This design comes from an exercise in tuning for small area, a short achievable clock period and few clock cycles per item on the open sky130 flow, not from production work.
RTL that was checked went through simulation tests only; none was proved equivalent to the original.
Power is estimated from default activity; no workload was simulated.

==> inputs of build 61 <==
==> flow/design.v (excerpt) <==
module crsf_cmd (
    input  wire       clk,
    input  wire       rst,         
    input  wire       in_valid,
    input  wire [7:0] in_data,
    output wire       in_ready,
    output wire       out_valid,
    output wire [7:0] out_data,
    input  wire       out_ready
);
Settings: LEC_CHECK=0, CAP_MARGIN=20, CORE_MARGIN=2, CORE_UTILIZATION=40, SLEW_MARGIN=20; clock period 16.0 ns.
standard.sh (not shown) runs the stock make flow with config.mk's settings and CLKGATE_MAP_FILE= SYNTH_SCRIPT=/design/flow/synth_recipe.tcl, a recipe that flattens the netlist after the stock synthesis.
==> flow/flow/run.sh <==
#!/bin/bash
# Standard layout, with timing repair aimed below the clock period and
# plain buffers on the ports.
set -euo pipefail
bash standard.sh SETUP_SLACK_MARGIN=12.5 "BUFFER_PORTS_ARGS=-buffer_cell sky130_fd_sc_hd__buf_4" finish > standard.log 2>&1
==> build 62 (differences from build 61) <==
--- a/flow/design.v
+++ b/flow/design.v
@@ -67,16 +67,19 @@
             for (i = 0; i < 7; i = i + 1) begin
                 inc7[i] = x[i] ^ c;
                 c = c & x[i];
             end
         end
     endfunction
     reg  [1:0]   ip;           
-    reg          c_nop, c_rst, c_sta, c_ini, c_feed, c_span,
-                 c_pack, c_unp, c_u2t, c_t2u, c_ser;
+    reg  [3:0]   kc;           
+    wire         c_nop  = (kc == 4'd1), c_rst  = (kc == 4'd2), c_sta  = (kc == 4'd3),
+                 c_ini  = (kc == 4'd4), c_feed = (kc == 4'd5), c_span = (kc == 4'd6),
+                 c_pack = (kc == 4'd7), c_unp  = (kc == 4'd8), c_u2t  = (kc == 4'd9),
+                 c_t2u  = (kc == 4'd10), c_ser = (kc == 4'd11);
     reg          f;            
     reg  [15:0]  rem;          
     reg  [6:0]   oc;           
     reg  [7:0]   crc;          
     reg  [7:0]   crcacc;       
     reg          st_fault, st_multi;
     reg  [2:0]   st_cause;
@@ -85,35 +88,39 @@
     reg  [7:0]   hb;           
     reg  [1:0]   cv;           
     reg  [11:0]  res;          
     reg          o_v, s_v;
     reg  [7:0]   o_d, s_d;
     reg          in_rdy;
     reg          h0v, h1v;     
+    reg  [7:0]   opq;          
+    reg          sw;           
+    reg          hq;           
     reg  [7:0]   hd, h1d;
     wire c_zl   = c_nop | c_rst | c_sta | c_ini;
     wire c_crc  = c_feed | c_span;
     wire c_conv = c_u2t | c_t2u;
     wire [7:0] status = {1'b0, st_cause, 2'b00, st_multi, st_fault};
     reg  can_acc;              
     wire in_fire = in_valid & in_rdy;
     wire cons    = h0v & can_acc;
     wire pop     = o_v & out_ready;
+    wire [7:0] lo   = hq ? rem[7:0] : hd;    
     wire       nh0  = (rem[15:8] == 8'd0);
-    wire       nl0  = nh0 && hd == 8'd0;
+    wire       nl0  = nh0 && lo == 8'd0;
     reg  [2:0] hcause;
     always @(*) begin
         hcause = 3'd1;
         if (c_zl)   hcause = nl0 ? 3'd0 : 3'd2;
         if (c_crc)  hcause = 3'd0;
-        if (c_pack) hcause = (nh0 && hd == 8'd32) ? 3'd0 : 3'd2;
-        if (c_unp)  hcause = (!nh0 || hd >= 8'd22) ? 3'd0 : 3'd2;
-        if (c_conv) hcause = (nh0 && hd == 8'd2) ? 3'd0 : 3'd2;
-        if (c_ser)  hcause = (nh0 && hd < 8'd2) ? 3'd2 :
-                             (!nh0 || hd > 8'd62) ? 3'd4 : 3'd0;
+        if (c_pack) hcause = (nh0 && lo == 8'd32) ? 3'd0 : 3'd2;
+        if (c_unp)  hcause = (!nh0 || lo >= 8'd22) ? 3'd0 : 3'd2;
+        if (c_conv) hcause = (nh0 && lo == 8'd2) ? 3'd0 : 3'd2;
+        if (c_ser)  hcause = (nh0 && lo < 8'd2) ? 3'd2 :
+                             (!nh0 || lo > 8'd62) ? 3'd4 : 3'd0;
     end
     wire [31:0] accx = {11'd0, acc} >> p;
     wire [10:0] ext  = accx[10:0];
     wire [3:0]  lh = hd[7:4];
     wire [4:0]  sl = add5({1'b0, lh}, {1'b0, hd[3:0]});
     reg  [2:0]  sd, sj;
     always @(*) begin
@@ -174,15 +181,15 @@
         endcase
     end
     wire [11:0] s2a = c_u2t ? qh : {2'd0, res[7:0], 2'd0};
     wire [11:0] s2b = {3'd0, res[8:0]};
     wire [11:0] s2c = c_u2t ? 12'd0 : {9'b001101110, res[11:9]};
     wire [11:0] s2x = s2a ^ s2b ^ s2c;
     wire [11:0] s2y = {(s2a[10:0] & s2b[10:0]) | (s2a[10:0] & s2c[10:0]) | (s2b[10:0] & s2c[10:0]), 1'b0};
-    wire [11:0] s2s = add12(s2x, s2y);
+    wire [11:0] s2s = s2x + s2y;
     wire [11:0] cv_s2 = !c_u2t ? s2s :
                         res[9] ? 12'd0 : res[10] ? 12'd2047 : {1'b0, s2s[10:0]};
     reg        rp;         
     reg  [7:0] rb;         
     reg        fin;        
     reg        p_pop8;     
     reg        p_pop11;    
@@ -226,47 +233,49 @@
                 end else begin
                     rp = 1'b1; rb = ext[7:0]; p_pop11 = 1'b1;
                     fin = (oc == 7'd36);
                 end
             end
             if (c_conv) begin
                 if (oc == 7'd5) begin
-                    if (cv == 2'd2) begin
-                        rp = 1'b1; rb = {4'd0, res[11:8]};
+                    if (cv == 2'd1) begin
+                        rp = 1'b1; rb = {4'd0, cv_s2[11:8]};
                     end
                 end else begin
-                    rp = 1'b1; rb = res[7:0]; fin = 1'b1;
+                    rp = 1'b1; rb = cv_s2[7:0]; fin = 1'b1;
                 end
             end
             if (c_ser) begin
                 if (oc == 7'd6) begin
                     rp = 1'b1; rb = hb;
                 end else if (oc != 7'd5 && ip != I_DATA) begin
                     rp = 1'b1; rb = crc; fin = 1'b1;
                 end
             end
         end
     end
     always @(*) begin
         can_acc = 1'b1;
         case (ip)
-            I_OP: can_acc = (oc == 7'd0) && !s_v;
+            I_OP: can_acc = 1'b1;
             I_LH: can_acc = 1'b1;
-            I_LL: can_acc = !s_v;
+            I_LL: can_acc = !hq && (!sw || !s_v);
             default: if (!f) begin
                 if (c_pack) can_acc = !rem[0] || (p >= 5'd11) ||
                                       (p >= 5'd3 && oc_ge5 && p <= 5'd13 && !s_v);
                 if (c_unp)  can_acc = (oc == 7'd0) || (p >= 5'd8) ||
                                       (oc_ge5 && !oc[0] && !s_v);
                 if (c_t2u)  can_acc = rem[0] || (oc == 7'd1 && !s_v);
                 if (c_ser)  can_acc = (oc == 7'd5 || oc >= 7'd7) && !s_v;
             end
         endcase
     end
     wire rpush = rp & !s_v;
+    wire do_sw = !sw && (ip == I_LH || ip == I_LL) && oc == 7'd0 && !s_v;
+    wire do_ll = sw && ip == I_LL && (hq ? !s_v : cons);
     reg  [1:0]   ip_n;
     reg          f_n;
     reg  [15:0]  rem_n;
     reg  [6:0]   oc_n;
     reg  [7:0]   crc_n, crcacc_n;
     reg          st_fault_n, st_multi_n;
     reg  [2:0]   st_cause_n;
@@ -276,48 +285,39 @@
     reg  [1:0]   cv_n;
     reg  [11:0]  res_n;
     reg          ipush;        
     reg  [7:0]   ib;
     reg          flt;          
     reg  [2:0]   flt_c;
     reg  [10:0]  pw;
+    reg          ins8, ins11;  
+    reg  [4:0]   pd;
     always @(*) begin
         ip_n = ip; f_n = f; rem_n = rem; oc_n = oc;
         crc_n = crc; crcacc_n = crcacc;
         st_fault_n = st_fault; st_multi_n = st_multi; st_cause_n = st_cause;
         acc_n = acc; p_n = p; hb_n = hb; cv_n = cv; res_n = res;
         ipush = 1'b0; ib = hd; flt = 1'b0; flt_c = 3'd0;
+        ins8 = 1'b0; ins11 = 1'b0;
         pw = hb[7] ? 11'd0 : (|hb[6:3]) ? 11'd2047 : {hb[2:0], hd};
-        if (cv == 2'd1) begin
-            cv_n  = 2'd2;
-            res_n = cv_s2;
-        end
         if (rpush) begin
             oc_n = fin ? 7'd0 : inc7(oc);
-            if (p_pop8)  p_n = p + 5'd8;
-            if (p_pop11) p_n = p + 5'd11;
             if (fin && c_feed) crcacc_n = crc;
         end
-        if (cons) begin
-            case (ip)
-                I_OP: begin
-                    f_n   = 1'b0;
-                    cv_n  = 2'd0;
-                    p_n   = W;
-                    ipush = 1'b1;
-                    oc_n  = 7'd1;
-                    ip_n  = I_LH;
-                end
-                I_LH: begin
-                    rem_n[15:8] = hd;
-                    ip_n = I_LL;
-                end
-                I_LL: begin
-                    rem_n[7:0] = hd;
-                    hb_n = hd;
+        if (do_sw) begin
+            f_n   = 1'b0;
+            cv_n  = 2'd0;
+            p_n   = W;
+            ipush = 1'b1;
+            ib    = opq;
+            oc_n  = 7'd1;
+        end
+        if (do_ll) begin
+                    rem_n[7:0] = lo;
+                    hb_n = lo;
                     ip_n = nl0 ? I_OP : I_DATA;
                     crc_n = c_feed ? crcacc : 8'h00;
                     if (hcause != 3'd0) begin
                         f_n = 1'b1; flt = 1'b1; flt_c = hcause;
                         ipush = 1'b1; ib = {5'd0, hcause};
                         oc_n = 7'd2;
                     end else if (!c_t2u) begin
@@ -325,35 +325,47 @@
                         oc_n = 7'd2;
                         if (c_rst) begin
                             crcacc_n = 8'h00;
                             st_fault_n = 1'b0; st_multi_n = 1'b0; st_cause_n = 3'd0;
                         end
                         if (c_ini) crcacc_n = 8'h00;
                     end
+        end
+        if (cons) begin
+            case (ip)
+                I_OP: begin
+                    ip_n  = I_LH;
+                end
+                I_LH: begin
+                    rem_n[15:8] = hd;
+                    ip_n = I_LL;
+                end
+                I_LL: begin
+                    rem_n[7:0] = hd;
                 end
                 default: begin  
-                    rem_n = dec16(rem);
+                    rem_n = rem - 16'd1;
                     if (rem == 16'd1) ip_n = I_OP;
                     if (!f) begin
                         if (c_crc) crc_n = crc8_step(crc, hd);
                         if (c_ser) begin
                             ipush = 1'b1;
                             oc_n  = inc7(oc);
                             if (oc != 7'd5) crc_n = crc8_step(crc, hd);
                         end
                         if (c_pack) begin
                             if (!rem[0]) hb_n = hd;
                             else begin
                                 acc_n = {pw, acc[20:11]};
-                                p_n   = p_n - 5'd11;
+                                ins11 = 1'b1;
                             end
                         end
                         if (c_unp) begin
                             acc_n = {hd, acc[20:8]};
-                            p_n   = p_n - 5'd8;
+                            ins8  = 1'b1;
                         end
                         if (c_conv) begin
                             if (!rem[0]) begin
                                 hb_n = hd;
                                 if (c_t2u) begin
                                     ipush = 1'b1;
                                     oc_n  = 7'd2;
@@ -368,77 +380,90 @@
                                 cv_n  = 2'd1;
                             end
                         end
                     end
                 end
             endcase
         end
+        case ({rpush & p_pop8, rpush & p_pop11, ins11, ins8})
+            4'b1000: pd = 5'd8;
+            4'b0100: pd = 5'd11;
+            4'b0010: pd = 5'd21;     
+            4'b0001: pd = 5'd24;     
+            4'b1010: pd = 5'd29;     
+            4'b0101: pd = 5'd3;
+            default: pd = 5'd0;
+        endcase
+        if (!do_sw) p_n = p + pd;
         if (flt) begin
             if (!st_fault) begin
                 st_fault_n = 1'b1;
                 st_cause_n = flt_c;
             end else
                 st_multi_n = 1'b1;
         end
     end
     wire       push = rpush | ipush;
     wire [7:0] pb   = ipush ? ib : rb;
     always @(posedge clk) begin
         if (rst) begin
-            ip <= I_OP; f <= 1'b0; rem <= 16'd0;
-            oc <= 7'd0; crc <= 8'h00; crcacc <= 8'h00;
+            ip <= I_OP;
+            oc <= 7'd0; crcacc <= 8'h00;
             st_fault <= 1'b0; st_multi <= 1'b0; st_cause <= 3'd0;
-            p <= W; cv <= 2'd0;
             o_v <= 1'b0; s_v <= 1'b0;
             in_rdy <= 1'b1;
             h0v <= 1'b0; h1v <= 1'b0;
+            sw <= 1'b1; hq <= 1'b0;
         end else begin
-            ip <= ip_n; f <= f_n; rem <= rem_n;
-            oc <= oc_n; crc <= crc_n; crcacc <= crcacc_n;
+            if (cons && ip == I_OP) sw <= 1'b0;
+            else if (do_sw) sw <= 1'b1;
+            if (do_ll) hq <= 1'b0;
+            else if (cons && ip == I_LL) hq <= 1'b1;
+            ip <= ip_n;
+            oc <= oc_n; crcacc <= crcacc_n;
             st_fault <= st_fault_n; st_multi <= st_multi_n; st_cause <= st_cause_n;
-            p <= p_n; cv <= cv_n;
             if (!h0v || cons) begin
                 h0v <= h1v | in_fire;
                 h1v <= 1'b0;
                 in_rdy <= 1'b1;
             end else if (in_fire) begin
                 h1v <= 1'b1;
                 in_rdy <= 1'b0;
             end
-            if (!o_v || pop) begin
-                if (s_v) begin
-                    o_v <= 1'b1; o_d <= s_d;
-                    s_v <= push;
-                    if (push) s_d <= pb;
-                end else begin
-                    o_v <= push;
-                    if (push) o_d <= pb;
-                end
-            end else if (push) begin
-                s_v <= 1'b1; s_d <= pb;
-            end
+            if (!o_v || out_ready) begin
+                o_v <= s_v | push;
+                s_v <= s_v & push;
+            end else if (push)
+                s_v <= 1'b1;
         end
     end
     always @(posedge clk) begin
-        if (cons && ip == I_OP) begin
-            c_nop  <= (hd == 8'h00);
-            c_rst  <= (hd == 8'h01);
-            c_sta  <= (hd == 8'h02);
-            c_ini  <= (hd == 8'h10);
-            c_feed <= (hd == 8'h11);
-            c_span <= (hd == 8'h12);
-            c_pack <= (hd == 8'h20);
-            c_unp  <= (hd == 8'h21);
-            c_u2t  <= (hd == 8'h22);
-            c_t2u  <= (hd == 8'h23);
-            c_ser  <= (hd == 8'h40);
+        if (cons && ip == I_OP) opq <= hd;
+        if (do_sw) begin
+            case (opq)
+                8'h00:   kc <= 4'd1;
+                8'h01:   kc <= 4'd2;
+                8'h02:   kc <= 4'd3;
+                8'h10:   kc <= 4'd4;
+                8'h11:   kc <= 4'd5;
+                8'h12:   kc <= 4'd6;
+                8'h20:   kc <= 4'd7;
+                8'h21:   kc <= 4'd8;
+                8'h22:   kc <= 4'd9;
+                8'h23:   kc <= 4'd10;
+                8'h40:   kc <= 4'd11;
+                default: kc <= 4'd0;
+            endcase
         end
     end
     always @(posedge clk) begin
         acc <= acc_n; hb <= hb_n; res <= res_n;
+        f <= f_n; rem <= rem_n; crc <= crc_n; p <= p_n; cv <= cv_n;
         if (!h0v || cons) hd <= h1v ? h1d : in_data;
-        if (in_fire) h1d <= in_data;
+        if (!h1v) h1d <= in_data;
+        if (!o_v || out_ready) o_d <= s_v ? s_d : pb;
+        if (!s_v) s_d <= pb;
     end
     assign in_ready  = in_rdy;
     assign out_valid = o_v;
     assign out_data  = o_d;
 endmodule
==> flow/flow/run.sh (replaced) <==
#!/bin/bash
# Standard layout, with timing repair aimed below the clock period and
# plain buffers on the ports.
set -euo pipefail
bash standard.sh SETUP_SLACK_MARGIN=11.8 "BUFFER_PORTS_ARGS=-buffer_cell sky130_fd_sc_hd__buf_4" finish > standard.log 2>&1
Settings changed: CORE_UTILIZATION 40 to 65, PLACE_DENSITY from default to 0.75.
==> key figures <==
Run status
  – Status: complete, no violations

Route
  – Met1 WL: 16100 um
  – Met2 wire len: 17200 um

Worst setup path
  – Crit path kind: reg2reg
  – Crit path capture: res[9]

Die
  – Die W: 174 um
  – Initial Util: 40.4%

Pwr
  – Switching Share: 38.7%
(the above is from build 61)
==> key figures <==
Run status
  – Status: complete, no violations

Worst setup path
  – Crit path capture: out_data[5]
  – R2R Path End: p[4]

Route
  – Post-Route WL: 33800 um
  – Met1 WL: 13700 um

Synth
  – Yosys cell types: 91

Finish
  – Clock buffers: 19

Die
  – Die W: 134 um

Pwr
  – Switching Share: 36.1%
(the above is from build 62)
Testbench counts of build 62, summed over its fixed seeds: cycles 109,743, cmds 4,800.
For build 61, only the layout was checked, not whether the RTL still works.

==> re-timing with driven ports <==
In the flow no input, the clock included, has a driving cell. The finished layouts below were timed again as built, in two steps. Step 1: set_driving_cell puts a clkbuf_16 on clk and a buf_2 on each other input, an assumption about the parent block. Step 2 times the ports against the registers' clock, not the clock port: input delays grow and output delays shrink by t, the midpoint of the rising clock arrivals with the driver on. a / b / c = ideal ports / drivers / drivers and shift; a / b = the first two.
run	t (ns)	slack for setup (ns)	worst setup path at the end	slew at the worst register clock pin (ns)
build 61	0.491	11.339 / 11.339 / 11.339	register to register	0.07 / 0.07
build 62	0.483	11.840 / 11.795 / 11.507	input to register	0.07 / 0.07
After both steps every run listed still meets setup and hold. For build 62, which loses most, drivers alone change the setup slack by -0.045 ns; drivers and shift together by -0.333 ns.
